Source: an optimization exercise on an open RTL-to-GDS flow (aim: small area, a short achievable clock period and few clock cycles). Production flows keep margins and buffers that such runs may drop.
No run shown here included a check of the RTL's function; only the layout flow was run.
Power is estimated from default activity; no workload was simulated.

File: flow/config.mk
export PLATFORM = sky130hd
export DESIGN_NAME = crc16mb
export DESIGN_NICKNAME = crc16mb
export VERILOG_FILES = /design/flow/design.v
export SDC_FILE = /design/flow/constraint.sdc
export NUM_CORES = 8
export LEC_CHECK = 0
export CAP_MARGIN = 20
export CORE_MARGIN = 2
export CORE_UTILIZATION = 40
export PLACE_DENSITY = 0.6
export SLEW_MARGIN = 20
File: flow/constraint.sdc
create_clock -name core_clock -period 13.0 [get_ports {clk}]
set_input_delay 2.6000 -clock core_clock [delete_from_list [all_inputs] [get_ports {clk}]]
set_output_delay 2.6000 -clock core_clock [all_outputs]
set_load 0.01 [all_outputs]
File: flow/design.v
module crc16_step (
    input  wire [15:0] c,
    input  wire [7:0]  b,
    output reg  [15:0] r
);
    integer j;
    always @(*) begin
        r = c ^ {8'h00, b};
        for (j = 0; j < 8; j = j + 1)
            r = r[0] ? ((r >> 1) ^ 16'hA001) : (r >> 1);
    end
endmodule
module crc16mb (
    input  wire        clk,
    input  wire        rst,         
    input  wire        swap_en,     
    input  wire        zp_guard,    
    input  wire        cmd_valid,
    output wire        cmd_ready,
    input  wire [11:0] cmd,
    output reg         rsp_valid,
    output reg  [3:0]  rsp_st,
    output reg  [31:0] rsp_dout
);
    localparam [3:0] ST_OK       = 4'd0,
                     ST_CRCMIS   = 4'd1,
                     ST_BADVAL   = 4'd2,
                     ST_SHORT    = 4'd3,
                     ST_NOTVAL   = 4'd4,
                     ST_OVF      = 4'd5,
                     ST_NORD     = 4'd6,
                     ST_ILLEGAL  = 4'd7;
    localparam [3:0] OP_CRC_INIT = 4'h1,
                     OP_CRC_UPD  = 4'h2,
                     OP_CRC_FIN  = 4'h3,
                     OP_TBL      = 4'h4,
                     OP_QRY      = 4'h5,
                     OP_FRM_CLR  = 4'h6,
                     OP_FRM_PUSH = 4'h7,
                     OP_FRM_SFX  = 4'h8,
                     OP_FRM_VAL  = 4'h9,
                     OP_FRM_DEC  = 4'hA,
                     OP_RD       = 4'hB;
    reg [15:0] crc;
    reg [15:0] crcout;
    reg [8:0]  len;
    reg        crcok, rvalid, ovf, divz;
    reg [15:0] rcrc;               
    reg [7:0]  lb1, lb0;           
    reg [15:0] f_v, f_f, f_pf, f_al;
    reg [31:0] f_i, f_p, f_e;      
    reg        swq, zpq;
    reg        vq;                 
    reg [11:0] cq;
    reg        ready_r;
    reg [1:0]  sph;                
    reg        dec_pend;           
    assign cmd_ready = ready_r;
    wire [3:0] op  = cq[11:8];
    wire [7:0] arg = cq[7:0];
    reg illegal;
    always @(*) begin
        case (op)
            OP_CRC_INIT, OP_CRC_FIN, OP_FRM_CLR,
            OP_FRM_SFX, OP_FRM_VAL, OP_FRM_DEC: illegal = (arg != 8'd0);
            OP_CRC_UPD, OP_TBL, OP_FRM_PUSH:    illegal = 1'b0;
            OP_QRY:                             illegal = (arg > 8'd7);
            OP_RD:                              illegal = (arg > 8'd10);
            default:                            illegal = 1'b1;
        endcase
    end
    reg  [3:0]         gk;         
    reg  [3:0]         gdi, gdp;   
    reg  [19:0]        gm;         
    reg  [3:0]         gdp2;       
    reg                gfirst, gfirst2;
    reg  [21:0]        ga1, ga2;
    wire               gdone = (gk == 4'd10);
    wire [3:0]  i_dig = f_i[{gk[2:0], 2'b00} +: 4];
    wire [3:0]  p_dig = f_p[{gk[2:0], 2'b00} +: 4];
    wire [14:0] g_lou = (gdp2 == 4'd0) ? 15'd0 :
                         (gdp2 == 4'd1) ? 15'd500 :
                         (gdp2 == 4'd2) ? 15'd1000 :
                         (gdp2 == 4'd3) ? 15'd1500 :
                         (gdp2 == 4'd4) ? 15'd2000 :
                         (gdp2 == 4'd5) ? 15'd2500 :
                         (gdp2 == 4'd6) ? 15'd3000 :
                         (gdp2 == 4'd7) ? 15'd3500 :
                         (gdp2 == 4'd8) ? 15'd4000 :
                         (gdp2 == 4'd9) ? 15'd4500 :
                         (gdp2 == 4'd10) ? 15'd5000 :
                         (gdp2 == 4'd11) ? 15'd5500 :
                         (gdp2 == 4'd12) ? 15'd6000 :
                         (gdp2 == 4'd13) ? 15'd6500 :
                         (gdp2 == 4'd14) ? 15'd7000 : 15'd7500;
    wire [14:0] g_hiu = (gdp2 == 4'd0) ? 15'd0 :
                         (gdp2 == 4'd1) ? 15'd1500 :
                         (gdp2 == 4'd2) ? 15'd3000 :
                         (gdp2 == 4'd3) ? 15'd4500 :
                         (gdp2 == 4'd4) ? 15'd6000 :
                         (gdp2 == 4'd5) ? 15'd7500 :
                         (gdp2 == 4'd6) ? 15'd9000 :
                         (gdp2 == 4'd7) ? 15'd10500 :
                         (gdp2 == 4'd8) ? 15'd12000 :
                         (gdp2 == 4'd9) ? 15'd13500 :
                         (gdp2 == 4'd10) ? 15'd15000 :
                         (gdp2 == 4'd11) ? 15'd16500 :
                         (gdp2 == 4'd12) ? 15'd18000 :
                         (gdp2 == 4'd13) ? 15'd19500 :
                         (gdp2 == 4'd14) ? 15'd21000 : 15'd22500;
    wire [19:0] mr0 = {4'd0, f_v & {16{gdi[0]}}};
    wire [19:0] mr1 = {3'd0, f_v & {16{gdi[1]}}, 1'b0};
    wire [19:0] mr2 = {2'd0, f_v & {16{gdi[2]}}, 2'b0};
    wire [19:0] mr3 = {1'd0, f_v & {16{gdi[3]}}, 3'b0};
    wire [19:0] m1s = mr0 ^ mr1 ^ mr2;
    wire [19:0] m1c = (mr0 & mr1) | (mr0 & mr2) | (mr1 & mr2);
    wire [19:0] m1x = {m1c[18:0], 1'b0};
    wire [19:0] m2s = m1s ^ m1x ^ mr3;
    wire [19:0] m2c = (m1s & m1x) | (m1s & mr3) | (m1x & mr3);
    wire [21:0] ga1_in = gfirst2 ? 22'd0 : {{4{ga1[21]}}, ga1[21:4]};
    wire [21:0] ga2_in = gfirst2 ? 22'd0 : {{4{ga2[21]}}, ga2[21:4]};
    wire [21:0] a1x = ga1_in, a1y = {2'b00, gm}, a1z = ~{7'd0, g_lou};
    wire [21:0] a2x = ga2_in, a2y = ~{2'b00, gm}, a2z = {7'd0, g_hiu};
    wire [21:0] a1s = a1x ^ a1y ^ a1z;
    wire [21:0] a1c = (a1x & a1y) | (a1x & a1z) | (a1y & a1z);
    wire [21:0] a2s = a2x ^ a2y ^ a2z;
    wire [21:0] a2c = (a2x & a2y) | (a2x & a2z) | (a2y & a2z);
    wire        gate_ok = !ga1[21] && !ga2[21];
    wire        p_zero  = (f_p == 32'd0);
    always @(posedge clk) begin
        if (rst || len < 9'd13)
            gk <= 4'd0;
        else if (!gdone)
            gk <= gk + 4'd1;
        gfirst  <= (gk == 4'd0);
        gfirst2 <= gfirst;
        if (gk[3]) begin
            gdi <= 4'd0;
            gdp <= 4'd0;
        end else begin
            gdi <= i_dig;
            gdp <= p_dig;
        end
        gm   <= m2s + {m2c[18:0], 1'b0};
        gdp2 <= gdp;
        ga1  <= a1s + {a1c[20:0], 1'b1};
        ga2  <= a2s + {a2c[20:0], 1'b1};
    end
    wire [15:0] upd_val;                    
    crc16_step u_upd (.c(op == OP_TBL ? 16'h0000 : crc), .b(arg), .r(upd_val));
    wire [15:0] buf_step;                   
    crc16_step u_buf (.c(rcrc), .b(lb1), .r(buf_step));
    wire exec_op  = vq && !illegal;
    wire is_push  = exec_op && op == OP_FRM_PUSH;
    wire is_sfx   = exec_op && op == OP_FRM_SFX;
    wire is_dec   = exec_op && op == OP_FRM_DEC;
    wire len_full = len[8];                 
    wire len_ge2  = len[8:1] != 8'd0;
    wire sfx_ok   = !ovf && !(len[8] || len[7:0] == 8'hFF);    
    wire sfx_go   = is_sfx && sfx_ok;       
    wire dec_need = crcok && len >= 9'd25 && !p_zero;
    wire dec_new_wait = is_dec && dec_need && !gdone;
    wire dec_exec = (is_dec && !dec_new_wait) || (dec_pend && gdone);
    wire       push_wr = is_push && !len_full;
    wire       sfx_wr  = sph[1];            
    wire       wr      = push_wr || sfx_wr;
    wire [7:0] wbyte   = push_wr ? arg : (sph[0] ? lb0 : lb1);
    wire       wlow  = wr && len[8:5] == 4'd0;
    wire [4:0] wpos  = len[4:0];
    always @(posedge clk) begin
        if (wlow) begin
            case (wpos)
                5'd3:  f_v[15:8]  <= wbyte;
                5'd4:  f_v[7:0]   <= wbyte;
                5'd17: f_f[15:8]  <= wbyte;
                5'd18: f_f[7:0]   <= wbyte;
                5'd19: f_pf[15:8] <= wbyte;
                5'd20: f_pf[7:0]  <= wbyte;
                5'd21: f_al[15:8] <= wbyte;
                5'd22: f_al[7:0]  <= wbyte;
                default: ;
            endcase
            if (wpos == (swq ? 5'd7 : 5'd5))   f_i[31:24] <= wbyte;
            if (wpos == (swq ? 5'd8 : 5'd6))   f_i[23:16] <= wbyte;
            if (wpos == (swq ? 5'd5 : 5'd7))   f_i[15:8]  <= wbyte;
            if (wpos == (swq ? 5'd6 : 5'd8))   f_i[7:0]   <= wbyte;
            if (wpos == (swq ? 5'd11 : 5'd9))  f_p[31:24] <= wbyte;
            if (wpos == (swq ? 5'd12 : 5'd10)) f_p[23:16] <= wbyte;
            if (wpos == (swq ? 5'd9 : 5'd11))  f_p[15:8]  <= wbyte;
            if (wpos == (swq ? 5'd10 : 5'd12)) f_p[7:0]   <= wbyte;
            if (wpos == (swq ? 5'd15 : 5'd13)) f_e[31:24] <= wbyte;
            if (wpos == (swq ? 5'd16 : 5'd14)) f_e[23:16] <= wbyte;
            if (wpos == (swq ? 5'd13 : 5'd15)) f_e[15:8]  <= wbyte;
            if (wpos == (swq ? 5'd14 : 5'd16)) f_e[7:0]   <= wbyte;
        end
    end
    reg [7:0] qry_byte;
    always @(*) begin
        case (arg[2:0])
            3'd0: qry_byte = 8'h01;
            3'd1: qry_byte = 8'h04;
            3'd2: qry_byte = 8'h00;
            3'd3: qry_byte = 8'h00;
            3'd4: qry_byte = 8'h00;
            3'd5: qry_byte = 8'h0A;
            3'd6: qry_byte = 8'h70;
            default: qry_byte = 8'h0D;
        endcase
    end
    reg [31:0] rd_val;
    always @(*) begin
        case (arg[3:0])
            4'd0:    rd_val = {16'd0, crc};
            4'd1:    rd_val = {16'd0, crcout};
            4'd2:    rd_val = {23'd0, len};
            4'd3:    rd_val = {28'd0, divz, ovf, rvalid, crcok};
            4'd4:    rd_val = {16'd0, f_v};
            4'd5:    rd_val = f_i;
            4'd6:    rd_val = f_p;
            4'd7:    rd_val = f_e;
            4'd8:    rd_val = {16'd0, f_f};
            4'd9:    rd_val = {16'd0, f_pf};
            default: rd_val = {16'd0, f_al};
        endcase
    end
    wire [15:0] crc_sw  = {crc[7:0], crc[15:8]};
    wire [15:0] rcrc_sw = {rcrc[7:0], rcrc[15:8]};
    wire [15:0] sfx_c   = (len == 9'd0) ? rcrc : buf_step;    
    wire        accept  = cmd_valid && ready_r;
    wire [3:0]  cmd_op  = cmd[11:8];
    always @(posedge clk) begin
        swq <= swap_en;
        zpq <= zp_guard;
        cq  <= cmd;
        if (rst) begin
            vq        <= 1'b0;
            ready_r   <= 1'b1;
            sph       <= 2'd0;
            dec_pend  <= 1'b0;
            crc       <= 16'hFFFF;
            crcout    <= 16'hFFFF;
            len       <= 9'd0;
            rcrc      <= 16'hFFFF;
            crcok     <= 1'b0;
            rvalid    <= 1'b0;
            ovf       <= 1'b0;
            divz      <= 1'b0;
            rsp_valid <= 1'b0;
            rsp_st    <= ST_OK;
            rsp_dout  <= 32'd0;
        end else begin
            vq <= accept;
            ready_r <= !((accept && cmd_op == OP_FRM_SFX) ||
                         (accept && cmd_op == OP_FRM_DEC && !gdone) ||
                         sfx_go || sph == 2'd1 ||
                         dec_new_wait || (dec_pend && !gdone));
            rsp_valid <= (vq && !sfx_go && !dec_new_wait) || sph == 2'd3 || (dec_pend && gdone);
            rsp_st    <= ST_OK;
            rsp_dout  <= 32'd0;
            if (wr)
                len <= len + 9'd1;
            case (sph)
                2'd1: begin
                    rcrc   <= sfx_c;
                    crc    <= sfx_c;
                    crcout <= {sfx_c[7:0], sfx_c[15:8]};
                    lb1    <= sfx_c[7:0];
                    lb0    <= sfx_c[15:8];
                    sph    <= 2'd2;
                end
                2'd2: sph <= 2'd3;             
                2'd3: begin                    
                    sph      <= 2'd0;
                    rsp_dout <= {16'd0, crcout};
                end
                default: ;
            endcase
            if (dec_exec) begin
                dec_pend <= 1'b0;
                divz     <= 1'b0;
                if (!crcok) begin
                    rvalid <= 1'b0;
                    rsp_st <= ST_NOTVAL;
                end else if (len < 9'd25) begin
                    rvalid <= 1'b0;
                    rsp_st <= ST_SHORT;
                end else if (p_zero) begin
                    if (zpq) begin
                        rvalid <= 1'b1;
                    end else begin
                        divz   <= 1'b1;
                        rvalid <= 1'b0;
                        rsp_st <= ST_BADVAL;
                    end
                end else if (gate_ok) begin
                    rvalid <= 1'b1;
                end else begin
                    rvalid <= 1'b0;
                    rsp_st <= ST_BADVAL;
                end
            end else if (dec_new_wait) begin
                dec_pend <= 1'b1;
            end
            if (vq && illegal) begin
                rsp_st <= ST_ILLEGAL;
            end else if (vq) begin
                case (op)
                    OP_CRC_INIT: begin
                        crc      <= 16'hFFFF;
                        rsp_dout <= 32'h0000FFFF;
                    end
                    OP_CRC_UPD: begin
                        crc      <= upd_val;
                        rsp_dout <= {16'd0, upd_val};
                    end
                    OP_CRC_FIN: begin
                        crcout   <= crc_sw;
                        rsp_dout <= {16'd0, crc_sw};
                    end
                    OP_TBL: begin
                        rsp_dout <= {16'd0, upd_val};
                    end
                    OP_QRY: begin
                        rsp_dout <= {24'd0, qry_byte};
                    end
                    OP_FRM_CLR: begin
                        len    <= 9'd0;
                        rcrc   <= 16'hFFFF;
                        crcok  <= 1'b0;
                        rvalid <= 1'b0;
                        ovf    <= 1'b0;
                    end
                    OP_FRM_PUSH: begin
                        crcok  <= 1'b0;
                        rvalid <= 1'b0;
                        if (len_full) begin
                            ovf      <= 1'b1;
                            rsp_st   <= ST_OVF;
                            rsp_dout <= 32'd256;
                        end else begin
                            if (len_ge2)
                                rcrc <= buf_step;
                            lb1      <= lb0;
                            lb0      <= arg;
                            rsp_dout <= {23'd0, len + 9'd1};
                        end
                    end
                    OP_FRM_SFX: begin
                        crcok  <= 1'b0;
                        rvalid <= 1'b0;
                        if (!sfx_ok) begin
                            ovf    <= 1'b1;
                            rsp_st <= ST_OVF;
                        end else begin
                            if (len_ge2)
                                rcrc <= buf_step;
                            lb1 <= lb0;
                            sph <= 2'd1;
                        end
                    end
                    OP_FRM_VAL: begin
                        if (ovf) begin
                            crcok  <= 1'b0;
                            rsp_st <= ST_OVF;
                        end else if (!len_ge2) begin
                            crcok  <= 1'b0;
                            rsp_st <= ST_SHORT;
                        end else begin
                            crc      <= rcrc;
                            crcout   <= rcrc_sw;
                            rsp_dout <= {16'd0, rcrc_sw};
                            if (lb1 == rcrc[7:0] && lb0 == rcrc[15:8]) begin
                                crcok  <= 1'b1;
                            end else begin
                                crcok  <= 1'b0;
                                rsp_st <= ST_CRCMIS;
                            end
                        end
                    end
                    OP_RD: begin
                        if (arg[3:2] != 2'b00 && !rvalid) begin
                            rsp_st <= ST_NORD;
                        end else begin
                            rsp_dout <= rd_val;
                        end
                    end
                    default: ;
                endcase
            end
        end
    end
endmodule
File: flow/run.sh
#!/bin/bash
# synth_recipe.tcl (not shown) runs the flow's synth.tcl, then flattens the netlist and writes it again
# the make line also repeats each setting of config.mk as NAME=value (left out here)
make -C /OpenROAD-flow-scripts/flow DESIGN_CONFIG=/design/flow/config.mk WORK_HOME=/design/flow/orfs CLKGATE_MAP_FILE= SYNTH_SCRIPT=/design/flow/synth_recipe.tcl finish
==> results of run 1 <==
-- state kept, by name (all words and copies together) (netlist names), 8 cells and up --
| name | flops |
|---|---|
| ga2 | 18 |
| lb0 | 8 |
| f_i | 32 |
| len | 9 |
| cq | 12 |
| f_p | 32 |
| rsp_dout | 32 |
| f_pf | 16 |
| gm | 20 |
| rcrc | 16 |
| f_v | 16 |
| f_al | 16 |
| crcout | 16 |
| crc | 16 |
| f_e | 32 |
| ga1 | 18 |
| lb1 | 8 |
| f_f | 16 |
-- cell type report --
class,count,area share
clock buffer,60,0.05288
clock inverter,19,0.007416
inverter,102,0.01644
multi-input combinational,1452,0.4628
sequential,366,0.3903
tap,680,0.03654
timing repair buffer,87,0.03353
-- how the worst max path moves through the flow --
| stage | cells after the start | start | slack (ns) | end |
|---|---|---|---|---|
| floorplan | 4 | rst | 9.05 | crcout[0] |
| global placement | 7 | cq[3] | 8.76 | f_e[19] |
| detailed placement | 5 | rst | 8.79 | rcrc[4] |
| CTS | 7 | cq[3] | 8.77 | f_pf[0] |
| global route | 12 | gdp2[3] | 8.52 | ga1[19] |
| finish | 7 | cq[3] | 8.86 | lb1[7] |
-- stage by stage --
stage | hold slack, ns | power (mW) | instances | util | setup slack [ns]
after detailed placement | 0.3135 | 1.418 | 2687 | 0.4272 | 8.786
final | 0.3292 | 2.612 | 2766 | 0.4548 | 8.863
after global placement | 0.3138 | 1.417 | 2687 | 0.4269 | 8.757
after floorplan | 0.3096 | 1.356 | 2042 | - | 9.046
after global routing | 0.3385 | 2.692 | 2766 | 0.4548 | 8.515
after CTS | 0.3273 | 2.630 | 2766 | 0.4546 | 8.769
-- routing by layer --
metal  up-vias  wire length (microns)  GRT usage
li1       7506                      -          -
met1      8189                  27730     0.3344
met2       791                  30670     0.3928
met3       157                   5851    0.04761
met4         0                   3168     0.1179
met5         -                      0          0
-- placed cells by master (no fill, tap or decap), types with 11 or more instances in the layout --
| cell type | synthesis | final |
|---|---|---|
| and2_1 | 67 | 67 |
| o21a_1 | 11 | 11 |
| buf_4 | 1 | 34 |
| ha_1 | 90 | 89 |
| a221oi_1 | 24 | 24 |
| o21ai_1 | 11 | 19 |
| o21ai_0 | 130 | 122 |
| a211oi_1 | 16 | 16 |
| mux4_2 | 16 | 16 |
| clkbuf_16 | 0 | 44 |
| o221ai_1 | 12 | 12 |
| a22o_1 | 16 | 16 |
| nor3_1 | 33 | 30 |
| a221o_1 | 13 | 13 |
| xnor2_1 | 68 | 68 |
| edfxtp_1 | 176 | 176 |
| nor2_1 | 157 | 155 |
| nand2_1 | 137 | 137 |
| nor4_1 | 17 | 15 |
| inv_1 | 102 | 102 |
| and3_1 | 20 | 20 |
| xor2_1 | 39 | 39 |
| mux2i_1 | 20 | 20 |
| o211ai_1 | 36 | 36 |
| nand3_1 | 39 | 39 |
| a222oi_1 | 25 | 25 |
| dfxtp_1 | 190 | 190 |
| nand4_1 | 12 | 12 |
| a22oi_1 | 37 | 37 |
| nand2b_1 | 32 | 32 |
| nor2b_1 | 38 | 38 |
| a31oi_1 | 22 | 22 |
| fa_1 | 55 | 55 |
| a21oi_1 | 110 | 110 |
| clkdlybuf4s50_1 | 0 | 52 |
-- power by group through the flow --
| stage | logic (mW) | clock network, mW | registers (mW) |
|---|---|---|---|
| floorplan | 0.104 | 0 | 1.25 |
| global placement | 0.157 | 0 | 1.26 |
| detailed placement | 0.158 | 0 | 1.26 |
| CTS | 0.159 | 1.24 | 1.24 |
| global route | 0.172 | 1.28 | 1.24 |
| finish | 0.162 | 1.21 | 1.24 |
-- cells in the mapped netlist, drive strengths merged (32+ instances only) --
cell and n:
nor3 36, and2 69, nand3 39, inv 102, a21oi 110, nand2b 32, o211ai 39, nor2b 38
xor2 39, clkbuf 88, ha 90, dfxtp 190, nand2 137, a22oi 37, edfxtp 176, nor2 158
buf 34, o21ai 143, fa 55, xnor2 68
-- cell families after synthesis --
| family | after synthesis |
|---|---|
| other cells | 1 |
| mux | 40 |
| simple gates | 620 |
| buf+inv | 224 |
| flops | 366 |
| xor+xnor | 109 |
| compound gates | 537 |
| fa+ha+maj | 145 |
==> report_table.html, run 1 <==
<table>
<tr><th>Metric</th><th>Value</th></tr>
<tr><th colspan="2">Run status</th></tr>
<tr><td>Status</td><td>timing/DRC/antenna clean</td></tr>
<tr><th colspan="2">Timing</th></tr>
<tr><td>Number of endpoints failing setup at the final stage</td><td>0</td></tr>
<tr><td>Max Transition Viols Final</td><td>0</td></tr>
<tr><td>Share of the clock period used by the worst path</td><td>0.3182</td></tr>
<tr><td>Remaining max-slew budget at the tightest pin</td><td>0.2199</td></tr>
<tr><td>Setup repair after global routing missed its margin</td><td>false</td></tr>
<tr><td>Hold Fails Final Rpt</td><td>0</td></tr>
<tr><td>Max Clock Skew</td><td>0.01904 ns</td></tr>
<tr><td>Aggregate negative setup slack</td><td>0 ns</td></tr>
<tr><td>Clock period minus worst slack</td><td>4.137 ns</td></tr>
<tr><td>Worst-margin pin slew</td><td>1.170 ns</td></tr>
<tr><td>Upper clock frequency limit</td><td>0.2417 GHz</td></tr>
<tr><th colspan="2">Global routing</th></tr>
<tr><td>Global route total overflow</td><td>0</td></tr>
<tr><td>Wire length of the first global-routing pass</td><td>101800 microns</td></tr>
<tr><td>Number of antenna violations at the first check in global routing</td><td>0</td></tr>
<tr><td>Largest net degree at the start of global routing</td><td>53</td></tr>
<tr><td>GRT Resource Usage Total</td><td>0.2507</td></tr>
<tr><td>Number of global-route vias before repair</td><td>16340</td></tr>
<tr><th colspan="2">Floorplanning</th></tr>
<tr><td>Number of placed I/O pins</td><td>55</td></tr>
<tr><td>DIE AREA</td><td>53510 sq um</td></tr>
<tr><td>Die outline height</td><td>~230 microns</td></tr>
<tr><td>Total core area</td><td>around 50000 sq um</td></tr>
<tr><td>Horizontal die dimension</td><td>231.3 microns</td></tr>
<tr><td>Number of placement rows</td><td>83</td></tr>
<tr><td>Starting density of the core</td><td>0.4037</td></tr>
<tr><th colspan="2">Critical path</th></tr>
<tr><td>Kind of critical path</td><td>reg2reg</td></tr>
<tr><td>Critical path launch point type</td><td>flop</td></tr>
<tr><td>Endpoint of the most critical register-to-register path</td><td>lb1[7]</td></tr>
<tr><td>Family with the most delay on the worst path</td><td>simple AND/OR/NAND/NOR gates</td></tr>
<tr><td>Reg2Reg Setup Slack</td><td>8.86 ns</td></tr>
<tr><td>Sum of buffers and inverters on the critical path</td><td>0</td></tr>
<tr><td>Element type at the critical path end</td><td>flop</td></tr>
<tr><td>Top fanout value on the critical path</td><td>25</td></tr>
<tr><td>Critical register-to-register path startpoint</td><td>cq[3]</td></tr>
<tr><td>CP max stage delay</td><td>0.84 ns</td></tr>
<tr><td>WP data required</td><td>13.27 ns</td></tr>
<tr><td>Critical path, cell by cell</td><td>or4_1, o311ai_2, o21ai_2, nor2_4, nand3b_1, nor2_1, a31oi_1</td></tr>
<tr><td>Cell with the largest stage delay on the worst path</td><td>nand3b_1</td></tr>
<tr><td>Cells on worst reg2reg path</td><td>7</td></tr>
<tr><td>Worst EP arrival</td><td>4.40 ns</td></tr>
<tr><th colspan="2">Route</th></tr>
<tr><td>Count of routing violations after the opening detailed-route iteration</td><td>about 1700</td></tr>
<tr><td>Detailed-routing iteration count for the pre-antenna-repair pass</td><td>7</td></tr>
<tr><td>Via-to-Cell Ratio</td><td>6.017</td></tr>
<tr><td># DRC</td><td>0</td></tr>
<tr><td>Detail-routed net length per standard cell</td><td>roughly 24 microns</td></tr>
<tr><td>Antenna violation net count after detailed routing</td><td>0</td></tr>
<tr><td>DRT Wirelength</td><td>67420 microns</td></tr>
<tr><td>Overall via count from detail_route</td><td>16640</td></tr>
<tr><th colspan="2">Synth</th></tr>
<tr><td>Fraction of synthesized cell area in xor and xnor cells</td><td>0.04758</td></tr>
<tr><td>Dominant combinational cell family by area after synthesis</td><td>compound AO/OA/AOI/OAI gates</td></tr>
<tr><td>Post-Synthesis Net Count</td><td>2204</td></tr>
<tr><td>Multiplexer share of the synthesized area</td><td>0.02930</td></tr>
<tr><td>Post-synth top area share</td><td>0.2557</td></tr>
<tr><td>Yosys Warn Count</td><td>2</td></tr>
<tr><td>Cells taking the most area after synthesis</td><td>edfxtp_1, dfxtp_1, ha_1, fa_1, o21ai_0</td></tr>
<tr><td>Post-synth EDFFs</td><td>176</td></tr>
<tr><td>Library cell occupying the most area in the post-synthesis netlist</td><td>edfxtp_1</td></tr>
<tr><td>Async S/R FF share, synth</td><td>0</td></tr>
<tr><td>Sequential area share after synthesis</td><td>0.4397</td></tr>
<tr><td>Total of flip-flops plus latches after synthesis</td><td>366</td></tr>
<tr><td>Top_reg_cell synth</td><td>dfxtp_1</td></tr>
<tr><td>Synthesized netlist cell count</td><td>between 2000 and 2500</td></tr>
<tr><td>Compound-Gate Fraction of Synth Area</td><td>0.1757</td></tr>
<tr><td>Simple-gate portion of the synthesized area</td><td>0.1575</td></tr>
<tr><td>Average cell area after synthesis</td><td>10.12 sq um</td></tr>
<tr><td>Fraction of the mapped netlist area in adder cells</td><td>0.1077</td></tr>
<tr><td>Number of distinct library cells after synthesis</td><td>95</td></tr>
<tr><td>Cell Area, Synth</td><td>slightly above 20000 sq um</td></tr>
<tr><th colspan="2">Pwr</th></tr>
<tr><td>Net switching power figure</td><td>about 630 uW</td></tr>
<tr><td>Internal power component</td><td>roughly 2.0 mW</td></tr>
<tr><td>Sw frac</td><td>0.2412</td></tr>
<tr><td>Proportion of power drawn by combinational gates</td><td>0.062</td></tr>
<tr><td>Power per cell area</td><td>112.2 nW/um^2</td></tr>
<tr><td>Clock share of power</td><td>0.465</td></tr>
<tr><td>Peak supply drop</td><td>slightly below 0.09 mV</td></tr>
<tr><td>Leak</td><td>a little under 9 nW</td></tr>
<tr><td>Sequential share of power</td><td>0.473</td></tr>
<tr><th colspan="2">Place</th></tr>
<tr><td>DPL Wire Length</td><td>48560 microns</td></tr>
<tr><td>Number of port buffers</td><td>53</td></tr>
<tr><td>Cell area after placement</td><td>21870 sq um</td></tr>
<tr><td>GP Congestion</td><td>around 0.97</td></tr>
<tr><th colspan="2">CTS</th></tr>
<tr><td>Clock transition at the registers of the reported paths</td><td>0.06 ns</td></tr>
<tr><td>Post-CTS Hold Fix Bufs</td><td>0</td></tr>
<tr><td>Total number of H-tree levels</td><td>2</td></tr>
<tr><td>Sinks on Clock Net</td><td>366</td></tr>
<tr><td>Buffer levels on the longest clock path</td><td>3</td></tr>
<tr><td>Clock tree from TritonCTS</td><td>built</td></tr>
<tr><td>Post-CTS Setup Repair Bufs</td><td>0</td></tr>
<tr><td># resized after CTS</td><td>0</td></tr>
<tr><td>Worst-skew pair later-pin latency</td><td>roughly 0.58 ns</td></tr>
<tr><td>Number of buffers added by the clock tree synthesis step</td><td>43</td></tr>
<tr><td>Clock tree root buffer cell</td><td>clkbuf_16</td></tr>
<tr><th colspan="2">Cells and area</th></tr>
<tr><td>Antenna cell count</td><td>0</td></tr>
<tr><td>Fill count</td><td>4784</td></tr>
<tr><td>Register Area</td><td>between 9000 and 10000 sq um</td></tr>
<tr><td>Post-route design area</td><td>23280 sq um</td></tr>
<tr><td>Multi-input combinational cell area</td><td>roughly 11000 sq um</td></tr>
<tr><td>Net count of the finished layout</td><td>2214</td></tr>
<tr><td>Area grow syn2layout</td><td>12.65%</td></tr>
<tr><td>Share of final-layout standard cells stronger than drive strength 1</td><td>0.08054</td></tr>
<tr><th colspan="2">Min path</th></tr>
<tr><td>Min-Delay Path Depth</td><td>0</td></tr>
<tr><td>Worst min-delay path category</td><td>reg2reg</td></tr>
<tr><td>Endpoint of the worst hold path</td><td>gfirst2</td></tr>
<tr><td>Hold path startpoint</td><td>gfirst</td></tr>
<tr><th colspan="2">Flow run</th></tr>
<tr><td>Max-cap violations</td><td>0</td></tr>
</table>
==> run 2, diff against run 1 <==
--- a/flow/design.v
+++ b/flow/design.v
@@ -207,31 +207,81 @@
             default: qry_byte = 8'h0D;
         endcase
     end
-    reg [31:0] rd_val;
+    reg [31:0] fld_val;                     
     always @(*) begin
         case (arg[3:0])
-            4'd0:    rd_val = {16'd0, crc};
-            4'd1:    rd_val = {16'd0, crcout};
-            4'd2:    rd_val = {23'd0, len};
-            4'd3:    rd_val = {28'd0, divz, ovf, rvalid, crcok};
-            4'd4:    rd_val = {16'd0, f_v};
-            4'd5:    rd_val = f_i;
-            4'd6:    rd_val = f_p;
-            4'd7:    rd_val = f_e;
-            4'd8:    rd_val = {16'd0, f_f};
-            4'd9:    rd_val = {16'd0, f_pf};
-            default: rd_val = {16'd0, f_al};
+            4'd4:    fld_val = {16'd0, f_v};
+            4'd5:    fld_val = f_i;
+            4'd6:    fld_val = f_p;
+            4'd7:    fld_val = f_e;
+            4'd8:    fld_val = {16'd0, f_f};
+            4'd9:    fld_val = {16'd0, f_pf};
+            default: fld_val = {16'd0, f_al};
         endcase
     end
+    wire o_init = exec_op && op == OP_CRC_INIT;
+    wire o_upd  = exec_op && op == OP_CRC_UPD;
+    wire o_fin  = exec_op && op == OP_CRC_FIN;
+    wire o_tbl  = exec_op && op == OP_TBL;
+    wire o_qry  = exec_op && op == OP_QRY;
+    wire o_clr  = exec_op && op == OP_FRM_CLR;
+    wire o_val  = exec_op && op == OP_FRM_VAL;
+    wire o_rd   = exec_op && op == OP_RD;
+    wire val_ok = !ovf && len_ge2;
+    wire val_go = o_val && val_ok;
+    wire val_eq = lb1 == rcrc[7:0] && lb0 == rcrc[15:8];
+    wire sph1   = sph == 2'd1;
+    wire sph3   = sph == 2'd3;
     wire [15:0] crc_sw  = {crc[7:0], crc[15:8]};
     wire [15:0] rcrc_sw = {rcrc[7:0], rcrc[15:8]};
     wire [15:0] sfx_c   = (len == 9'd0) ? rcrc : buf_step;    
+    wire [15:0] sfx_csw = {sfx_c[7:0], sfx_c[15:8]};
+    wire [15:0] crc_d    = o_init ? 16'hFFFF : o_upd ? upd_val : sph1 ? sfx_c :
+                           val_go ? rcrc : crc;
+    wire [15:0] crcout_d = o_fin ? crc_sw : sph1 ? sfx_csw : val_go ? rcrc_sw : crcout;
+    wire [8:0]  len_d    = o_clr ? 9'd0 : wr ? len + 9'd1 : len;
+    wire sel_crc = o_init || o_upd || (o_rd && arg[3:0] == 4'd0);
+    wire sel_cro = o_fin || val_go || sph3 || (o_rd && arg[3:0] == 4'd1);
+    wire sel_len = is_push || (o_rd && arg[3:0] == 4'd2);
+    wire sel_flg = o_rd && arg[3:0] == 4'd3;
+    wire sel_fld = o_rd && arg[3:2] != 2'b00 && rvalid;
+    wire [31:0] dout_d = ({32{sel_crc}} & {16'd0, crc_d}) |
+                         ({32{sel_cro}} & {16'd0, crcout_d}) |
+                         ({32{sel_len}} & {23'd0, len_d}) |
+                         ({32{o_tbl}}   & {16'd0, upd_val}) |
+                         ({32{o_qry}}   & {24'd0, qry_byte}) |
+                         ({32{sel_flg}} & {28'd0, divz, ovf, rvalid, crcok}) |
+                         ({32{sel_fld}} & fld_val);
+    reg [3:0] st_d;
+    always @(*) begin
+        st_d = ST_OK;
+        if (vq && illegal)
+            st_d = ST_ILLEGAL;
+        else if ((is_push && len_full) || (is_sfx && !sfx_ok) || (o_val && ovf))
+            st_d = ST_OVF;
+        else if (o_val && !len_ge2)
+            st_d = ST_SHORT;
+        else if (o_val && !val_eq)
+            st_d = ST_CRCMIS;
+        else if (o_rd && arg[3:2] != 2'b00 && !rvalid)
+            st_d = ST_NORD;
+        else if (dec_exec) begin
+            if (!crcok)
+                st_d = ST_NOTVAL;
+            else if (len < 9'd25)
+                st_d = ST_SHORT;
+            else if (p_zero ? !zpq : !gate_ok)
+                st_d = ST_BADVAL;
+        end
+    end
     wire        accept  = cmd_valid && ready_r;
     wire [3:0]  cmd_op  = cmd[11:8];
     always @(posedge clk) begin
-        swq <= swap_en;
-        zpq <= zp_guard;
-        cq  <= cmd;
+        swq      <= swap_en;
+        zpq      <= zp_guard;
+        cq       <= cmd;
+        rsp_st   <= st_d;
+        rsp_dout <= dout_d;
         if (rst) begin
             vq        <= 1'b0;
             ready_r   <= 1'b1;
@@ -246,147 +296,65 @@
             ovf       <= 1'b0;
             divz      <= 1'b0;
             rsp_valid <= 1'b0;
-            rsp_st    <= ST_OK;
-            rsp_dout  <= 32'd0;
         end else begin
             vq <= accept;
             ready_r <= !((accept && cmd_op == OP_FRM_SFX) ||
                          (accept && cmd_op == OP_FRM_DEC && !gdone) ||
-                         sfx_go || sph == 2'd1 ||
+                         sfx_go || sph1 ||
                          dec_new_wait || (dec_pend && !gdone));
-            rsp_valid <= (vq && !sfx_go && !dec_new_wait) || sph == 2'd3 || (dec_pend && gdone);
-            rsp_st    <= ST_OK;
-            rsp_dout  <= 32'd0;
-            if (wr)
-                len <= len + 9'd1;
-            case (sph)
-                2'd1: begin
-                    rcrc   <= sfx_c;
-                    crc    <= sfx_c;
-                    crcout <= {sfx_c[7:0], sfx_c[15:8]};
-                    lb1    <= sfx_c[7:0];
-                    lb0    <= sfx_c[15:8];
-                    sph    <= 2'd2;
-                end
-                2'd2: sph <= 2'd3;             
-                2'd3: begin                    
-                    sph      <= 2'd0;
-                    rsp_dout <= {16'd0, crcout};
+            rsp_valid <= (vq && !sfx_go && !dec_new_wait) || sph3 || (dec_pend && gdone);
+            crc    <= crc_d;
+            crcout <= crcout_d;
+            len    <= len_d;
+            if (sfx_go) begin
+                if (len_ge2)
+                    rcrc <= buf_step;
+                lb1 <= lb0;
+                sph <= 2'd1;
+            end
+            if (sph1) begin
+                rcrc <= sfx_c;
+                lb1  <= sfx_c[7:0];
+                lb0  <= sfx_c[15:8];
+                sph  <= 2'd2;
+            end
+            if (sph == 2'd2)                
+                sph <= 2'd3;
+            if (sph3)                       
+                sph <= 2'd0;
+            if (o_clr) begin
+                rcrc   <= 16'hFFFF;
+                crcok  <= 1'b0;
+                rvalid <= 1'b0;
+                ovf    <= 1'b0;
+            end
+            if (is_push) begin
+                crcok  <= 1'b0;
+                rvalid <= 1'b0;
+                if (len_full) begin
+                    ovf <= 1'b1;
+                end else begin
+                    if (len_ge2)
+                        rcrc <= buf_step;
+                    lb1 <= lb0;
+                    lb0 <= arg;
                 end
-                default: ;
-            endcase
+            end
+            if (is_sfx) begin
+                crcok  <= 1'b0;
+                rvalid <= 1'b0;
+                if (!sfx_ok)
+                    ovf <= 1'b1;
+            end
+            if (o_val)
+                crcok <= val_go && val_eq;
             if (dec_exec) begin
                 dec_pend <= 1'b0;
-                divz     <= 1'b0;
-                if (!crcok) begin
-                    rvalid <= 1'b0;
-                    rsp_st <= ST_NOTVAL;
-                end else if (len < 9'd25) begin
-                    rvalid <= 1'b0;
-                    rsp_st <= ST_SHORT;
-                end else if (p_zero) begin
-                    if (zpq) begin
-                        rvalid <= 1'b1;
-                    end else begin
-                        divz   <= 1'b1;
-                        rvalid <= 1'b0;
-                        rsp_st <= ST_BADVAL;
-                    end
-                end else if (gate_ok) begin
-                    rvalid <= 1'b1;
-                end else begin
-                    rvalid <= 1'b0;
-                    rsp_st <= ST_BADVAL;
-                end
+                divz     <= crcok && len >= 9'd25 && p_zero && !zpq;
+                rvalid   <= crcok && len >= 9'd25 && (p_zero ? zpq : gate_ok);
             end else if (dec_new_wait) begin
                 dec_pend <= 1'b1;
             end
-            if (vq && illegal) begin
-                rsp_st <= ST_ILLEGAL;
-            end else if (vq) begin
-                case (op)
-                    OP_CRC_INIT: begin
-                        crc      <= 16'hFFFF;
-                        rsp_dout <= 32'h0000FFFF;
-                    end
-                    OP_CRC_UPD: begin
-                        crc      <= upd_val;
-                        rsp_dout <= {16'd0, upd_val};
-                    end
-                    OP_CRC_FIN: begin
-                        crcout   <= crc_sw;
-                        rsp_dout <= {16'd0, crc_sw};
-                    end
-                    OP_TBL: begin
-                        rsp_dout <= {16'd0, upd_val};
-                    end
-                    OP_QRY: begin
-                        rsp_dout <= {24'd0, qry_byte};
-                    end
-                    OP_FRM_CLR: begin
-                        len    <= 9'd0;
-                        rcrc   <= 16'hFFFF;
-                        crcok  <= 1'b0;
-                        rvalid <= 1'b0;
-                        ovf    <= 1'b0;
-                    end
-                    OP_FRM_PUSH: begin
-                        crcok  <= 1'b0;
-                        rvalid <= 1'b0;
-                        if (len_full) begin
-                            ovf      <= 1'b1;
-                            rsp_st   <= ST_OVF;
-                            rsp_dout <= 32'd256;
-                        end else begin
-                            if (len_ge2)
-                                rcrc <= buf_step;
-                            lb1      <= lb0;
-                            lb0      <= arg;
-                            rsp_dout <= {23'd0, len + 9'd1};
-                        end
-                    end
-                    OP_FRM_SFX: begin
-                        crcok  <= 1'b0;
-                        rvalid <= 1'b0;
-                        if (!sfx_ok) begin
-                            ovf    <= 1'b1;
-                            rsp_st <= ST_OVF;
-                        end else begin
-                            if (len_ge2)
-                                rcrc <= buf_step;
-                            lb1 <= lb0;
-                            sph <= 2'd1;
-                        end
-                    end
-                    OP_FRM_VAL: begin
-                        if (ovf) begin
-                            crcok  <= 1'b0;
-                            rsp_st <= ST_OVF;
-                        end else if (!len_ge2) begin
-                            crcok  <= 1'b0;
-                            rsp_st <= ST_SHORT;
-                        end else begin
-                            crc      <= rcrc;
-                            crcout   <= rcrc_sw;
-                            rsp_dout <= {16'd0, rcrc_sw};
-                            if (lb1 == rcrc[7:0] && lb0 == rcrc[15:8]) begin
-                                crcok  <= 1'b1;
-                            end else begin
-                                crcok  <= 1'b0;
-                                rsp_st <= ST_CRCMIS;
-                            end
-                        end
-                    end
-                    OP_RD: begin
-                        if (arg[3:2] != 2'b00 && !rvalid) begin
-                            rsp_st <= ST_NORD;
-                        end else begin
-                            rsp_dout <= rd_val;
-                        end
-                    end
-                    default: ;
-                endcase
-            end
         end
     end
 endmodule
==> run 2 against run 1 <==
Net effect:
- register-to-register slack worse by 0.22 ns
- global-route usage fell by 2.3 points
- count of clock-buffer cells in the layout grew 1
- highest routed layer unchanged
- still clean
- final area is 2.9% lower
- synthesized cell count is 6.6% lower
- sequential power is 18% higher
- utilization grew 0.50 points
- die area down 3.2%
- clock power barely moved
- area after synthesis down 3.3%
- total power rose by 31%
==> report_table.html, run 2 <==
<table>
<tr><th>Metric</th><th>Value</th></tr>
<tr><th colspan="2">Run status</th></tr>
<tr><td>Status</td><td>timing/DRC/antenna clean</td></tr>
<tr><th colspan="2">Synth</th></tr>
<tr><td>Post-synth top area share</td><td>0.2643</td></tr>
<tr><td>Yosys Warn Count</td><td>2</td></tr>
<tr><td>Post-Synthesis Net Count</td><td>slightly above 2000</td></tr>
<tr><td>Post-synth EDFFs</td><td>176</td></tr>
<tr><td>Library cell occupying the most area in the post-synthesis netlist</td><td>edfxtp_1</td></tr>
<tr><td>Synthesized netlist cell count</td><td>about 1900</td></tr>
<tr><td>Average cell area after synthesis</td><td>about 10 sq um</td></tr>
<tr><td>Sequential area share after synthesis</td><td>0.4545</td></tr>
<tr><td>Top post-synthesis cells by count</td><td>dfxtp_1, nor2_1, edfxtp_1</td></tr>
<tr><td>Async S/R FF share, synth</td><td>0</td></tr>
<tr><td>Top_reg_cell synth</td><td>dfxtp_1</td></tr>
<tr><td>Cells taking the most area after synthesis</td><td>edfxtp_1, dfxtp_1, ha_1, fa_1, nor2_1</td></tr>
<tr><td>Total of flip-flops plus latches after synthesis</td><td>366</td></tr>
<tr><td>Number of distinct library cells after synthesis</td><td>98</td></tr>
<tr><td>Cell Area, Synth</td><td>~20000 sq um</td></tr>
<tr><th colspan="2">CTS</th></tr>
<tr><td>Sinks on Clock Net</td><td>around 370</td></tr>
<tr><td>Clock tree from TritonCTS</td><td>built</td></tr>
<tr><td>Clock transition at the registers of the reported paths</td><td>0.06 ns</td></tr>
<tr><td># resized after CTS</td><td>0</td></tr>
<tr><td>Clock tree root buffer cell</td><td>clkbuf_16</td></tr>
<tr><td>Post-CTS Setup Repair Bufs</td><td>0</td></tr>
<tr><td>Post-CTS Hold Fix Bufs</td><td>0</td></tr>
<tr><td>Buffer levels on the longest clock path</td><td>3</td></tr>
<tr><td>Worst-skew pair later-pin latency</td><td>between 0.5 and 0.6 ns</td></tr>
<tr><td>Number of buffers added by the clock tree synthesis step</td><td>43</td></tr>
<tr><td>Total number of H-tree levels</td><td>2</td></tr>
<tr><th colspan="2">Cells and area</th></tr>
<tr><td>Final non-filler cell total</td><td>2642</td></tr>
<tr><td>Net count of the finished layout</td><td>2104</td></tr>
<tr><td>Commonest cells after routing, fill and taps aside</td><td>dfxtp_1, nor2_1, edfxtp_1</td></tr>
<tr><td>Final core area utilization</td><td>0.4598</td></tr>
<tr><td>Multi-input combinational cell area</td><td>10180 sq um</td></tr>
<tr><td>Most common cell after layout, fill and taps aside</td><td>dfxtp_1</td></tr>
<tr><td>Fill count</td><td>4521</td></tr>
<tr><td>Area grow syn2layout</td><td>13.02%</td></tr>
<tr><td>Register Area</td><td>9089 sq um</td></tr>
<tr><td>Share of final-layout standard cells stronger than drive strength 1</td><td>0.08447</td></tr>
<tr><td>Post-route design area</td><td>between 20000 and 25000 sq um</td></tr>
<tr><th colspan="2">Timing</th></tr>
<tr><td>Share of the clock period used by the worst path</td><td>0.3348</td></tr>
<tr><td>Max Transition Viols Final</td><td>0</td></tr>
<tr><td>Aggregate negative setup slack</td><td>0 ns</td></tr>
<tr><td>Remaining max-slew budget at the tightest pin</td><td>0.2203</td></tr>
<tr><td>Max Clock Skew</td><td>about 0.024 ns</td></tr>
<tr><td>Clock period minus worst slack</td><td>4.352 ns</td></tr>
<tr><td>Number of endpoints failing setup at the final stage</td><td>0</td></tr>
<tr><td>Upper clock frequency limit</td><td>0.2298 GHz</td></tr>
<tr><td>Hold Fails Final Rpt</td><td>0</td></tr>
<tr><td>Worst-margin pin slew</td><td>1.164 ns</td></tr>
<tr><td>Setup repair after global routing missed its margin</td><td>false</td></tr>
<tr><th colspan="2">Route</th></tr>
<tr><td>Overall via count from detail_route</td><td>15230</td></tr>
<tr><td>Antenna violation net count after detailed routing</td><td>0</td></tr>
<tr><td># DRC</td><td>0</td></tr>
<tr><td>Via-to-Cell Ratio</td><td>5.764</td></tr>
<tr><td>DRT Wirelength</td><td>slightly below 60000 microns</td></tr>
<tr><td>Detailed-routing iteration count for the pre-antenna-repair pass</td><td>10</td></tr>
<tr><td>DR WL met2</td><td>26890 microns</td></tr>
<tr><td>Highest metal used</td><td>met4</td></tr>
<tr><td>Detail-routed net length per standard cell</td><td>22.07 microns</td></tr>
<tr><td>Metal-1 WL</td><td>~25000 microns</td></tr>
<tr><td>Count of routing violations after the opening detailed-route iteration</td><td>~1600</td></tr>
<tr><td>Met3 WL</td><td>roughly 4700 microns</td></tr>
<tr><th colspan="2">Floorplanning</th></tr>
<tr><td>Starting density of the core</td><td>0.4068</td></tr>
<tr><td>Number of placement rows</td><td>81</td></tr>
<tr><td>Die outline height</td><td>227.6 microns</td></tr>
<tr><td>Number of placed I/O pins</td><td>between 50 and 60</td></tr>
<tr><td>Horizontal die dimension</td><td>227.6 microns</td></tr>
<tr><td>DIE AREA</td><td>51800 sq um</td></tr>
<tr><td>Total core area</td><td>49150 sq um</td></tr>
<tr><th colspan="2">Place</th></tr>
<tr><td>Cell Count Post-Placement</td><td>2560</td></tr>
<tr><td>Cell area after placement</td><td>21150 sq um</td></tr>
<tr><td>DPL Wire Length</td><td>42680 microns</td></tr>
<tr><td>GP Congestion</td><td>0.9538</td></tr>
<tr><td>Number of port buffers</td><td>53</td></tr>
<tr><th colspan="2">Critical path</th></tr>
<tr><td>Startpoint of the worst setup timing path</td><td>gdi[1]</td></tr>
<tr><td>Cell with the largest stage delay on the worst path</td><td>dfxtp_1</td></tr>
<tr><td>Kind of critical path</td><td>reg2reg</td></tr>
<tr><td>WP data required</td><td>13.44 ns</td></tr>
<tr><td>Critical path, cell by cell</td><td>and2_1, fa_1, fa_1, ha_1, inv_1, fa_1, nor2b_1, o21ai_0, a21boi_0, o41ai_1, o21ai_0, o41ai_1, o21a_1, o21ai_0</td></tr>
<tr><td>Critical register-to-register path startpoint</td><td>gdi[1]</td></tr>
<tr><td>CP max stage delay</td><td>0.59 ns</td></tr>
<tr><td>Sum of buffers and inverters on the critical path</td><td>1</td></tr>
<tr><td>Top fanout value on the critical path</td><td>16</td></tr>
<tr><td>Element type at the critical path end</td><td>flop</td></tr>
<tr><td>Family with the most delay on the worst path</td><td>compound AO/OA/AOI/OAI gates</td></tr>
<tr><td>Critical path launch point type</td><td>flop</td></tr>
<tr><td>Worst EP arrival</td><td>4.79 ns</td></tr>
<tr><th colspan="2">Global routing</th></tr>
<tr><td>GRT Resource Usage Total</td><td>0.2272</td></tr>
<tr><td>Global route total overflow</td><td>0</td></tr>
<tr><td>Number of antenna violations at the first check in global routing</td><td>0</td></tr>
<tr><td>Wire length of the first global-routing pass</td><td>88490 microns</td></tr>
<tr><td>Largest net degree at the start of global routing</td><td>55</td></tr>
<tr><td>Number of global-route vias before repair</td><td>14820</td></tr>
<tr><th colspan="2">Flow run</th></tr>
<tr><td>Max-cap violations</td><td>0</td></tr>
<tr><th colspan="2">Min path</th></tr>
<tr><td>Worst min-delay path category</td><td>reg2reg</td></tr>
<tr><td>Hold path startpoint</td><td>gdp[1]</td></tr>
<tr><th colspan="2">Pwr</th></tr>
<tr><td>Peak supply drop</td><td>0.1440 mV</td></tr>
<tr><td>Leak</td><td>8.501 nW</td></tr>
<tr><td>Power per cell area</td><td>151.9 nW/um^2</td></tr>
</table>
run 2: cell types whose count changed in the layout (fill, tap and decap cells not counted), moves of 10 or more:
cell,before,now
a22o_1,16,1
nor2_1,155,188
o211ai_1,36,12
inv_1,102,75
o21ai_0,122,81
a221oi_1,24,5
a221o_1,13,1
nand2_1,137,104
mux2i_1,20,39
o21ai_1,19,9
run 2: final cells by class:
cell class,count,share of cell area
inverters,76,0.01262
well taps,664,0.03676
multi-input cells,1368,0.4502
repair buffers,87,0.03510
diodes,1,0.0001107
clock buffers,61,0.05325
clock inverters,19,0.009798
flip-flops and latches,366,0.4021
run 2: kinds of logic after synthesis:
| logic type | count (synthesis) | synth area share |
|---|---|---|
| adders and majority gates | 145 | 0.1114 |
| DFF | 366 | 0.4545 |
| AOI/OAI and AO/OA | 431 | 0.1437 |
| xor gates and xnor gates | 112 | 0.05187 |
| and+or+nand+nor | 619 | 0.1599 |
| other | 1 | 0.0001875 |
| buffers and inverters | 174 | 0.03816 |
| muxes | 60 | 0.04036 |
run 2: per-stage QoR:
stage,power (mW),worst slack [ns],hold WS (ns)
6_report,3.433,8.648,0.3253
4_1_cts,3.440,8.619,0.3271
3_3_place_gp,2.213,8.187,0.3190
5_1_grt,3.570,8.220,0.3413
2_1_floorplan,1.953,9.248,0.3096
3_5_place_dp,2.217,8.149,0.3164
run 2: path summary, 6_finish.rpt:
kind	end	slack, ns	cells after the start
worst max-delay path	gm[19]	8.65	14
worst min-delay path	gdp2[1]	0.33	0
worst max register to register	gm[19]	8.65	14
worst min register to register	gdp2[1]	0.33	0
run 2: power by group:
group / internal (mW) / switching, mW / leakage, nW
Clock: 0.714 / 0.505 / 0.692
Sequential: 1.36 / 0.0986 / 3.16
Combinational: 0.299 / 0.456 / 4.65
run 2: worst reg2reg max path, stage by stage (launching register included):
cell	delay, ns
dfxtp_1	0.59
and2_1	0.22
fa_1	0.44
fa_1	0.45
ha_1	0.20
inv_1	0.08
fa_1	0.22
nor2b_1	0.06
o21ai_0	0.25
a21boi_0	0.20
o41ai_1	0.42
o21ai_0	0.24
o41ai_1	0.51
o21a_1	0.22
o21ai_0	0.12
run 2: layer usage:
metal  GRT usage  vias to the layer above
met1      0.3093                     7445
met4     0.08476                        0
met5           0                        -
met2      0.3612                      650
li1            -                     7027
met3     0.04143                      106
==> run 3, diff against run 2 <==
--- a/flow/config.mk
+++ b/flow/config.mk
@@ -5,8 +5,8 @@
 export SDC_FILE = /design/flow/constraint.sdc
 export NUM_CORES = 8
 export LEC_CHECK = 0
-export CAP_MARGIN = 20
+export CAP_MARGIN = 80
 export CORE_MARGIN = 2
 export CORE_UTILIZATION = 40
 export PLACE_DENSITY = 0.6
-export SLEW_MARGIN = 20
+export SLEW_MARGIN = 80
==> run 3 against run 2 <==
Net effect:
- still clean on timing, DRC and antenna
- clock skew is 0.0012 ns higher
- hold slack worse by 0.0035 ns
- utilization is 4.5 points higher
==> report_table.html, run 3 <==
<table>
<tr><th>Metric</th><th>Value</th></tr>
<tr><th colspan="2">Run status</th></tr>
<tr><td>Status</td><td>timing/DRC/antenna clean</td></tr>
<tr><th colspan="2">Global routing</th></tr>
<tr><td>GRT Resource Usage Total</td><td>0.2328</td></tr>
<tr><td>Wire length of the first global-routing pass</td><td>91510 microns</td></tr>
<tr><td>Number of global-route vias before repair</td><td>15540</td></tr>
<tr><td>Largest net degree at the start of global routing</td><td>37</td></tr>
<tr><td>Number of antenna violations at the first check in global routing</td><td>0</td></tr>
<tr><td>Global route total overflow</td><td>0</td></tr>
<tr><th colspan="2">Synth</th></tr>
<tr><td>Total of flip-flops plus latches after synthesis</td><td>366</td></tr>
<tr><td>Library cell occupying the most area in the post-synthesis netlist</td><td>edfxtp_1</td></tr>
<tr><td>Cell Area, Synth</td><td>20000 sq um</td></tr>
<tr><td>Post-synth top area share</td><td>0.2643</td></tr>
<tr><td>Number of distinct library cells after synthesis</td><td>between 90 and 100</td></tr>
<tr><td>Cells taking the most area after synthesis</td><td>edfxtp_1, dfxtp_1, ha_1, fa_1, nor2_1</td></tr>
<tr><td>Post-Synthesis Net Count</td><td>a little over 2000</td></tr>
<tr><td>Sequential area share after synthesis</td><td>0.4545</td></tr>
<tr><td>Top_reg_cell synth</td><td>dfxtp_1</td></tr>
<tr><td>Post-synth EDFFs</td><td>around 180</td></tr>
<tr><td>Synthesized netlist cell count</td><td>1908</td></tr>
<tr><td>Average cell area after synthesis</td><td>10.48 sq um</td></tr>
<tr><td>Async S/R FF share, synth</td><td>0</td></tr>
<tr><td>Top post-synthesis cells by count</td><td>dfxtp_1, nor2_1, edfxtp_1</td></tr>
<tr><td>Yosys Warn Count</td><td>2</td></tr>
<tr><th colspan="2">Critical path</th></tr>
<tr><td>Worst EP arrival</td><td>5.44 ns</td></tr>
<tr><td>Critical path, cell by cell</td><td>and2_1, fa_1, fa_1, ha_1, inv_1, fa_1, nor2b_1, o21ai_1, a21boi_2, o41ai_2, clkdlybuf4s50_1, o21ai_2, o41ai_4, clkdlybuf4s50_1, clkdlybuf4s50_1, xnor2_1</td></tr>
<tr><td>Critical path launch point type</td><td>flop</td></tr>
<tr><td>WP data required</td><td>13.51 ns</td></tr>
<tr><td>Kind of critical path</td><td>reg2reg</td></tr>
<tr><td>Cell with the largest stage delay on the worst path</td><td>clkdlybuf4s50_1</td></tr>
<tr><td>Element type at the critical path end</td><td>flop</td></tr>
<tr><td>CP max stage delay</td><td>0.58 ns</td></tr>
<tr><td>Top fanout value on the critical path</td><td>5</td></tr>
<tr><th colspan="2">Route</th></tr>
<tr><td>Detailed-routing iteration count for the pre-antenna-repair pass</td><td>7</td></tr>
<tr><td>Via-to-Cell Ratio</td><td>approximately 5.7</td></tr>
<tr><td>Antenna violation net count after detailed routing</td><td>0</td></tr>
<tr><td>Overall via count from detail_route</td><td>15760</td></tr>
<tr><td>Detail-routed net length per standard cell</td><td>21.80 microns</td></tr>
<tr><td>Count of routing violations after the opening detailed-route iteration</td><td>1565</td></tr>
<tr><td># DRC</td><td>0</td></tr>
<tr><td>DRT Wirelength</td><td>~60000 microns</td></tr>
<tr><th colspan="2">Place</th></tr>
<tr><td>DPL Wire Length</td><td>44190 microns</td></tr>
<tr><td>GP Congestion</td><td>0.9538</td></tr>
<tr><td>Number of port buffers</td><td>53</td></tr>
<tr><th colspan="2">Floorplanning</th></tr>
<tr><td>Horizontal die dimension</td><td>227.6 microns</td></tr>
<tr><td>Die outline height</td><td>roughly 230 microns</td></tr>
<tr><td>DIE AREA</td><td>51800 sq um</td></tr>
<tr><td>Number of placed I/O pins</td><td>55</td></tr>
<tr><td>Total core area</td><td>49150 sq um</td></tr>
<tr><td>Number of placement rows</td><td>81</td></tr>
<tr><td>Starting density of the core</td><td>0.4068</td></tr>
<tr><th colspan="2">Timing</th></tr>
<tr><td>Clock period minus worst slack</td><td>just under 5 ns</td></tr>
<tr><td>Share of the clock period used by the worst path</td><td>0.3794</td></tr>
<tr><td>Hold Fails Final Rpt</td><td>0</td></tr>
<tr><td>Max Clock Skew</td><td>0.02478 ns</td></tr>
<tr><td>Number of endpoints failing setup at the final stage</td><td>0</td></tr>
<tr><td>Upper clock frequency limit</td><td>between 0.2 and 0.25 GHz</td></tr>
<tr><td>Setup repair after global routing missed its margin</td><td>false</td></tr>
<tr><td>Max Transition Viols Final</td><td>0</td></tr>
<tr><td>Aggregate negative setup slack</td><td>0 ns</td></tr>
<tr><th colspan="2">Min path</th></tr>
<tr><td>Worst min-delay path category</td><td>reg2reg</td></tr>
<tr><th colspan="2">Flow run</th></tr>
<tr><td>Max-cap violations</td><td>0</td></tr>
<tr><th colspan="2">Cells and area</th></tr>
<tr><td>Area grow syn2layout</td><td>24.01%</td></tr>
<tr><td>Commonest cells after routing, fill and taps aside</td><td>edfxtp_1, nor2_1, dfxtp_1</td></tr>
<tr><td>Final core area utilization</td><td>0.5045</td></tr>
<tr><td>Net count of the finished layout</td><td>2218</td></tr>
<tr><td>Share of final-layout standard cells stronger than drive strength 1</td><td>0.2109</td></tr>
<tr><td>Most common cell after layout, fill and taps aside</td><td>edfxtp_1</td></tr>
<tr><td>Fill count</td><td>around 4300</td></tr>
<tr><td>Antenna cell count</td><td>0</td></tr>
<tr><th colspan="2">Pwr</th></tr>
<tr><td>Leak</td><td>9.152 nW</td></tr>
<tr><td>Power per cell area</td><td>144.9 nW/um^2</td></tr>
<tr><td>Peak supply drop</td><td>between 0.15 and 0.2 mV</td></tr>
<tr><th colspan="2">CTS</th></tr>
<tr><td>Buffer levels on the longest clock path</td><td>3</td></tr>
<tr><td>Clock tree root buffer cell</td><td>clkbuf_16</td></tr>
<tr><td>Number of buffers added by the clock tree synthesis step</td><td>43</td></tr>
<tr><td># resized after CTS</td><td>0</td></tr>
<tr><td>Clock transition at the registers of the reported paths</td><td>about 0.060 ns</td></tr>
<tr><td>Post-CTS Setup Repair Bufs</td><td>0</td></tr>
<tr><td>Total number of H-tree levels</td><td>2</td></tr>
<tr><td>Sinks on Clock Net</td><td>366</td></tr>
<tr><td>Worst-skew pair later-pin latency</td><td>~0.59 ns</td></tr>
<tr><td>Clock tree from TritonCTS</td><td>built</td></tr>
<tr><td>Post-CTS Hold Fix Bufs</td><td>0</td></tr>
</table>
-- run 3: cell counts after synthesis --
No cell type changed its count.
-- run 3: per-layer routing --
metal,vias up,share of wire,GRT usage
met5,-,0,0
met4,0,0.028,0.07590
met3,104,0.078,0.03962
met2,617,0.47,0.3746
met1,7773,0.43,0.3193
li1,7267,-,-
-- run 3: cells by family (layout without fill, tap and decap cells) --
| family | count (synthesis) | in the layout | share of synthesized area |
|---|---|---|---|
| AND/OR/NAND/NOR | 619 | 619 | 0.1599 |
| AO/OA/AOI/OAI | 431 | 431 | 0.1437 |
| flip-flops | 366 | 366 | 0.4545 |
| buffers and inverters | 174 | 357 | 0.03816 |
| adder cells (fa/ha/maj) | 145 | 145 | 0.1114 |
| XOR/XNOR | 112 | 112 | 0.05187 |
| multiplexers | 60 | 60 | 0.04036 |
| other | 1 | 1 | 0.0001875 |
-- run 3: stage by stage --
stage	std cells	cell area, sq um	worst slack, ns	hold slack, ns	total power [mW]
4_1_cts	2747	24410	7.985	0.3245	3.559
5_1_grt	2755	24800	7.822	0.3313	3.733
3_3_place_gp	2560	21150	8.187	0.3190	2.213
6_report	2755	24800	8.068	0.3218	3.595
3_5_place_dp	2667	23000	8.020	0.3163	2.354
2_1_floorplan	1908	20000	9.248	0.3096	1.953
-- run 3: area by class of cell --
| type | instances | area, sq um | area share |
|---|---|---|---|
| Clock buffer | 62 | 1209 | 0.04874 |
| Clock inverter | 18 | 201.4 | 0.008123 |
| Inverter | 76 | 292.8 | 0.01181 |
| Multi-Input combinational cell | 1368 | 11460 | 0.4622 |
| Sequential cell | 366 | 9193 | 0.3707 |
| Tap cell | 664 | 830.8 | 0.03350 |
| Timing Repair Buffer | 201 | 1612 | 0.06498 |
-- run 3: path summary, 6_finish.rpt --
path / slack, ns / startpoint / cells after the start / endpoint
max: 8.07 / f_v[1] / 16 / gm[15]
max reg2reg: 8.07 / f_v[1] / 16 / gm[15]
min reg2reg: 0.32 / gdp[2] / 0 / gdp2[2]
min: 0.32 / gdp[2] / 0 / gdp2[2]
-- run 3: critical path: cells and delay by family, from the launching register on --
kind / cells / cell delay [ns]
xor gates and xnor gates: 1 / 0.10
adders and majority gates: 4 / 1.42
AOI/OAI and AO/OA: 5 / 0.85
and+or+nand+nor: 2 / 0.28
DFF: 1 / 0.48
buffers and inverters: 4 / 1.72
-- run 3: where the power goes --
| part | switching (mW) | internal (mW) |
|---|---|---|
| clock | 0.509 | 0.696 |
| combinational | 0.535 | 0.383 |
| sequential | 0.109 | 1.36 |
| total | 1.15 | 2.44 |
==> run 4, diff against run 3 <==
==> flow/config.mk (replaced) <==
export PLATFORM = sky130hd
export DESIGN_NAME = crc16mb
export DESIGN_NICKNAME = crc16mb
export VERILOG_FILES = /design/flow/design.v
export SDC_FILE = /design/flow/constraint.sdc
export NUM_CORES = 8
export LEC_CHECK = 0
export CAP_MARGIN = 20
export CORE_MARGIN = 2
export CORE_UTILIZATION = 75
export PLACE_DENSITY = 0.85
export SLEW_MARGIN = 20
==> run 4 against run 3 <==
Net effect:
- still clean on timing, DRC and antenna
- total power down 6.7%
- combinational power is 16% lower
- routed wire length grew 1.5%
- via count increased by 4.8%
- critical path type unchanged
- critical endpoint is now ga1[20]
==> report_table.html, run 4 <==
<table>
<tr><th>Metric</th><th>Value</th></tr>
<tr><th colspan="2">Timing</th></tr>
<tr><td>Aggregate negative setup slack</td><td>0 ns</td></tr>
<tr><td>Upper clock frequency limit</td><td>0.2241 GHz</td></tr>
<tr><td>Number of endpoints failing setup at the final stage</td><td>0</td></tr>
<tr><td>Setup repair after global routing missed its margin</td><td>false</td></tr>
<tr><td>Share of the clock period used by the worst path</td><td>0.3432</td></tr>
<tr><td>Clock period minus worst slack</td><td>~4.5 ns</td></tr>
<tr><td>Max Clock Skew</td><td>between 0.02 and 0.025 ns</td></tr>
<tr><th colspan="2">Synth</th></tr>
<tr><td>Top_reg_cell synth</td><td>dfxtp_1</td></tr>
<tr><td>Post-synth top area share</td><td>0.2643</td></tr>
<tr><td>Post-Synthesis Net Count</td><td>2070</td></tr>
<tr><td>Number of distinct library cells after synthesis</td><td>98</td></tr>
<tr><td>Post-synth EDFFs</td><td>176</td></tr>
<tr><td>Total of flip-flops plus latches after synthesis</td><td>366</td></tr>
<tr><td>Top post-synthesis cells by count</td><td>dfxtp_1, nor2_1, edfxtp_1</td></tr>
<tr><th colspan="2">Place</th></tr>
<tr><td>Cell Count Post-Placement</td><td>2227</td></tr>
<tr><td>DPL Wire Length</td><td>41550 microns</td></tr>
<tr><th colspan="2">Pwr</th></tr>
<tr><td>Leak</td><td>8.389 nW</td></tr>
<tr><td>Peak supply drop</td><td>0.2454 mV</td></tr>
<tr><th colspan="2">CTS</th></tr>
<tr><td>Buffer levels on the longest clock path</td><td>3</td></tr>
<tr><td>Total number of H-tree levels</td><td>2</td></tr>
<tr><th colspan="2">Route</th></tr>
<tr><td>Overall via count from detail_route</td><td>16510</td></tr>
<tr><th colspan="2">Critical path</th></tr>
<tr><td>Critical register-to-register path startpoint</td><td>gdp2[2]</td></tr>
<tr><td>WP data required</td><td>~13 ns</td></tr>
<tr><td>Worst EP arrival</td><td>about 5 ns</td></tr>
<tr><th colspan="2">Cells and area</th></tr>
<tr><td>Final non-filler cell total</td><td>2297</td></tr>
<tr><td>Share of final-layout standard cells stronger than drive strength 1</td><td>0.07747</td></tr>
<tr><th colspan="2">Global routing</th></tr>
<tr><td>Number of global-route vias before repair</td><td>16180</td></tr>
<tr><td>Number of antenna violations at the first check in global routing</td><td>0</td></tr>
<tr><td>Largest net degree at the start of global routing</td><td>55</td></tr>
<tr><td>Wire length of the first global-routing pass</td><td>92980 microns</td></tr>
<tr><th colspan="2">Floorplanning</th></tr>
<tr><td>Die outline height</td><td>167.3 microns</td></tr>
<tr><td>DIE AREA</td><td>27990 sq um</td></tr>
<tr><td>Starting density of the core</td><td>0.7652</td></tr>
<tr><th colspan="2">Run status</th></tr>
<tr><td>Status</td><td>timing/DRC/antenna clean</td></tr>
</table>
run 4: cell counts after synthesis:
No cell type changed its count.
run 4: final cells by class:
cell class | instances | area, sq um
multi-input combinational | 1368 | 10170
fill | 1396 | 4161
clock inverter | 22 | 236.5
inverter | 76 | 285.3
clock buffer | 48 | 1018
tap | 335 | 419.2
sequential | 366 | 9089
timing repair buffer | 82 | 748.2
run 4: cells by family (layout without fill, tap and decap cells):
logic type | Yosys count | after routing | share of synthesized area
AOI/OAI and AO/OA | 431 | 431 | 0.1437
DFF | 366 | 366 | 0.4545
buffers and inverters | 174 | 228 | 0.03816
and+or+nand+nor | 619 | 619 | 0.1599
xor gates and xnor gates | 112 | 112 | 0.05187
other | 1 | 1 | 0.0001875
adders and majority gates | 145 | 145 | 0.1114
muxes | 60 | 60 | 0.04036
run 4: per-stage QoR:
step                  util  area [sq um]  total power [mW]  setup slack, ns
global placement    0.7923         20700             2.193            8.720
floorplan                -         20000             1.953            9.248
finish              0.8408         21970             3.352            8.538
CTS                 0.8403         21960             3.307            8.633
detailed placement  0.7923         20700             2.211            8.597
global route        0.8408         21970             3.433            8.322
run 4: worst paths after layout:
kind	endpoint	slack (ns)	cells after the start
max	ga1[20]	8.54	12
min	gfirst2	0.33	0
max reg2reg	ga1[20]	8.54	12
min reg2reg	gfirst2	0.33	0
run 4: critical path: cells and delay by family (launching register included):
kind	cells	cell delay (ns)
adders and majority gates	2	0.85
DFF	1	0.49
xor gates and xnor gates	1	0.16
AOI/OAI and AO/OA	4	1.49
and+or+nand+nor	4	1.31
buffers and inverters	1	0.05
run 4: power breakdown:
group	switching (mW)	leakage (nW)	internal (mW)
registers	0.0983	3.16	1.36
logic	0.473	4.62	0.300
clock network	0.480	0.607	0.640
run 4: metal layers:
layer | vias to the layer above | GRT usage | share of wire
li1 | 6997 | - | -
met1 | 7856 | 0.5430 | 0.34
met2 | 1332 | 0.6984 | 0.46
met3 | 325 | 0.1123 | 0.13
met4 | 0 | 0.2405 | 0.064
met5 | - | 0 | 0

## separate check: timing with driven ports
No port has a modelled driver above. Below, the same layouts with a new extraction and two added sets of constraints. Step 1 assumes that a clkbuf_16 drives the clock port and a buf_2 every other input. Step 2 adds t to the input delays and takes it off the output delays; t is the mean of the earliest and latest rising clock arrival at the registers after step 1. Input paths then give back, and output paths get back, about the clock's delay inside the block. Slacks: no drivers / after step 1 / after step 2; pairs: no drivers / after step 1.
run | shift t [ns] | setup WS [ns] | worst hold slack (ns) | worst setup path at the end | worst register clock-pin slew, ns
run 1 | 0.633 | 8.863 / 8.845 / 8.768 | 0.329 / 0.329 / 0.329 | input to register | 0.07 / 0.07
run 2 | 0.633 | 8.648 / 8.648 / 8.064 | 0.325 / 0.325 / 0.325 | input to register | 0.06 / 0.06
run 3 | 0.641 | 8.068 / 8.068 / 8.068 | 0.322 / 0.322 / 0.322 | register to register | 0.06 / 0.06
run 4 | 0.589 | 8.538 / 8.538 / 8.538 | 0.327 / 0.327 / 0.327 | register to register | 0.07 / 0.07
After both steps every run listed still meets setup and hold. For run 2, which loses most, drivers alone change the setup slack by 0.000 ns; drivers and shift together by -0.584 ns.
